Context: an optimization exercise on an open-source flow, tuned for small area, a short achievable clock period and few clock cycles. The choices shown serve that exercise and are no tape-out recipe. Where RTL was checked, it was by simulation tests only, not by an equivalence proof against the original. Power figures rest on the tool's default switching activity, not on a simulated workload.

Setup of v6:
// cc_framer
module cc_framer (
    input  wire        clk,
    input  wire        rst,
    input  wire        cmd_valid,
    output wire        cmd_ready,
    input  wire [1:0]  cmd_op,       
    input  wire [15:0] cmd_arg,      
    input  wire [31:0] cmd_time,     
    input  wire        in_valid,
    output reg         in_ready,
    input  wire [7:0]  in_data,
    output reg         out_valid,
    input  wire        out_ready,
    output wire [7:0]  out_data,
    output wire        out_last,
    output reg         resp_valid,
    input  wire        resp_ready,
    output reg         resp_err,
    output reg         resp_desync,
    output wire [15:0] resp_nout,
    output reg  [31:0] resp_desync_count
);
    localparam OP_FEED  = 2'd0;
    localparam OP_DISC  = 2'd1;
    localparam OP_SETMD = 2'd2;
    localparam N  = 260;           
    localparam M  = 20;            
    localparam K  = N / M;         
    localparam PB = 5;             
    localparam JB = 4;             
    localparam D  = 4;             
    localparam DB = 2;             
    localparam F  = 5;             
    reg  [8*N-1:0] ring;
    reg  [PB-1:0]  wp;             
    reg  [JB-1:0]  wj;             
    reg  [PB-1:0]  hp;             
    reg  [JB-1:0]  hj;             
    reg  [8:0]     cnt;            
    reg  [1:0]     fph;            
    reg  [8:0]     fneed;          
    reg            gar;            
  ...
Size: ~2400 flip-flops.
Settings: LEC_CHECK=0, CAP_MARGIN=20, CORE_MARGIN=2, CORE_UTILIZATION=60, CTS_CLUSTER_DIAMETER=100, CTS_CLUSTER_SIZE=30, PLACE_DENSITY=0.75, SETUP_SLACK_MARGIN=5, SLEW_MARGIN=20; clock period 8.0 ns.
run.sh (not shown) runs the stock make flow with config.mk's settings and CLKGATE_MAP_FILE= SYNTH_SCRIPT=/design/flow/synth_recipe.tcl, a recipe that flattens the netlist after the stock synthesis.
v6 reached the end of the flow, and the finished layout is clean on the timing, design-rule and antenna checks.
The following lists how v7 was set up differently from v6:
--- a/flow/design.v
+++ b/flow/design.v
@@ -33,19 +33,18 @@
     localparam F  = 5;             
     reg  [8*N-1:0] ring;
     reg  [PB-1:0]  wp;             
     reg  [JB-1:0]  wj;             
     reg  [PB-1:0]  hp;             
     reg  [JB-1:0]  hj;             
     reg  [8:0]     cnt;            
     reg  [1:0]     fph;            
     reg  [8:0]     fneed;          
-    reg            gar;            
     wire           wr;             
     wire           rd;             
     reg            empty;          
     reg            cnt_1;          
     reg            cnt_f1;         
     reg            cnt_f;          
     wire           w_tap = (wp == {PB{1'b0}});
     wire           h_tap = (hp == {PB{1'b0}});
     reg  [7:0]     rbyte;          
@@ -76,19 +75,19 @@
     assign out_data  = oe[0][7:0];
     assign out_last  = oe[0][8];
     wire         pop = out_valid && out_ready;
     wire [F-1:0] ov_s = pop ? {1'b0, ov[F-1:1]} : ov;
     wire [F-1:0] ins;
     reg  [1:0] rph;                
     reg  [8:0] rneed;              
     reg  [5:0] frd;                
     reg  [5:0] fw;                 
-    wire   r_ok   = (gar ? !empty : (frd != fw)) && h_tap;
+    wire   r_ok   = (frd != fw) && h_tap;
     assign rd     = r_ok && !ov[F-1];
     wire   r_last = rph[1] && (rneed == 9'd1);
     reg        c_v;
     reg  [1:0] c_op;
     reg [15:0] c_arg;
     reg        c_ok;               
     reg        c_to;               
     reg [15:0] c_dl;               
     reg        c_chk;              
@@ -144,19 +143,18 @@
     wire [7:0]  q_hd    = q[q_rp[DB-1:0]];
     wire        f_pop   = pop && oe[0][8];
     wire [5:0]  fr_p1   = fr + 6'd1;
     wire [5:0]  fr_nx   = f_pop ? fr_p1 : fr;
     wire        hd_eq0  = (fr == q_hd[7:2]);
     wire        hd_eq1  = (fr_p1 == q_hd[7:2]);
     wire        rfree   = !resp_valid || resp_ready;
     wire        rel     = q_nz && rfree &&
                           (hd_eq0 || (hd_eq1 && out_valid && oe[0][8] && out_ready));
-    wire        g_now   = fph[1] && ((rem[15:9] != 7'd0) || (rem[8:0] >= fneed));
     wire        wr1     = wr && !rd;
     wire        rd1     = rd && !wr;
     wire        empty_n = disc || (wr1 ? 1'b0 : rd1 ? cnt_1 : empty);
     wire        nfull_n = wr1 ? !cnt_f1 : rd1 ? 1'b1 : !cnt_f;
     wire [8:0]  cnt_n   = disc ? 9'd0 : wr1 ? cnt + 9'd1 : rd1 ? cnt - 9'd1 : cnt;
     wire        wtap_n  = wr || (wp == M - 1);
     wire        remz_n  = st_feed ? (c_arg == 16'd0) : wr ? (rem == 16'd1) : (rem == 16'd0);
     wire        rem1_n  = st_feed ? (c_arg == 16'd1) : wr ? (rem == 16'd2) : (rem == 16'd1);
     wire        qnf_n   = (q_n < D - 1) || ((q_n == D - 1) && !push);
@@ -171,19 +169,18 @@
             c_ok       <= 1'b0;
             maxdelay   <= 16'd50;
             lock       <= 1'b0;
             last_time  <= 32'd0;
             last_valid <= 1'b0;
             rem        <= 16'd0;
             cur_des    <= 1'b0;
             fph        <= 2'd0;
             fneed      <= 9'd0;
-            gar        <= 1'b0;
             fw         <= 6'd0;
             fr         <= 6'd0;
             ncnt       <= 16'd0;
             rph        <= 2'd0;
             rneed      <= 9'd0;
             frd        <= 6'd0;
             wp         <= {PB{1'b0}};
             wj         <= {JB{1'b0}};
             hp         <= {PB{1'b0}};
@@ -243,19 +240,18 @@
                 OP_SETMD: begin
                     if (!lock)
                         maxdelay <= c_arg;
                 end
                 default: ;
                 endcase
             end
             if (disc)
                 fph <= 2'd0;
-            gar <= g_now && !w_c && !disc;
             if (wr && empty) begin
                 wp <= {PB{1'b0}};
                 wj <= {JB{1'b0}};
             end else if (!wr) begin
                 if (wp == M - 1) begin
                     wp <= {PB{1'b0}};
                     wj <= (wj == K - 1) ? {JB{1'b0}} : wj + 1'b1;
                 end else begin
                     wp <= wp + 1'b1;
Results
v6 has higher hold slack than v7. Relative to v6, die outline area has gone down in v7. On signed area change from the synthesized netlist to the final layout: v7 sits above v6. When v7 is measured against v6, its final design instance area without fill turns out about 0.32% higher. v7 went all the way through synthesis, placement and routing and the layout is clean on timing, DRC and antenna. v7 contains fewer vias than v6. In the flow results for v6 and v7, the clock share of power is smaller on v6. Relative to v6, fraction of the yosys area taken by sequential cells increased by 0.39 points in v7. Diff v6 and v7: period utilization higher in v6. Horizontal die dimension: v6 vs v7, no meaningful difference. Changes observed in v7 relative to v6: maximum operating frequency higher; combinational cell fraction of total power lower.
Testbench counts of v7, summed over its fixed seeds: cycles 137,058.
No functional check of the RTL was part of v6.

## separate check: timing with driven ports
The flow's constraints put no driver on any port. The routed layouts listed below were extracted and timed again, unchanged, in two steps. Step 1 (the two cells are an assumption about what drives the block):
set clk [get_ports {clk}]
set_driving_cell -lib_cell sky130_fd_sc_hd__clkbuf_16 $clk
set_driving_cell -lib_cell sky130_fd_sc_hd__buf_2 [delete_from_list [all_inputs] $clk]
Step 2 moves the port delays by t, midway between the first and last clock arrival at a register: inputs arrive t later, outputs are due t later. That takes back most of the time a late clock gives input paths. a / b / c = no drivers / after step 1 / after step 2; a / b = the first two.
| run | t, ns | setup slack, ns | worst setup path at the end | worst slew at a driven data input, ns | cell pins on the clock port's net |
|---|---|---|---|---|---|
| v6 | 0.748 | 4.848 / 4.876 / 4.128 | input to register | 0.18 | 1 |
| v7 | 0.751 | 4.884 / 4.877 / 4.126 | input to register | 0.12 | 1 |
After both steps setup and hold are still met in every run listed. The setup slack of v7, which loses most, moves by -0.007 ns with the drivers and by -0.758 ns with both steps.
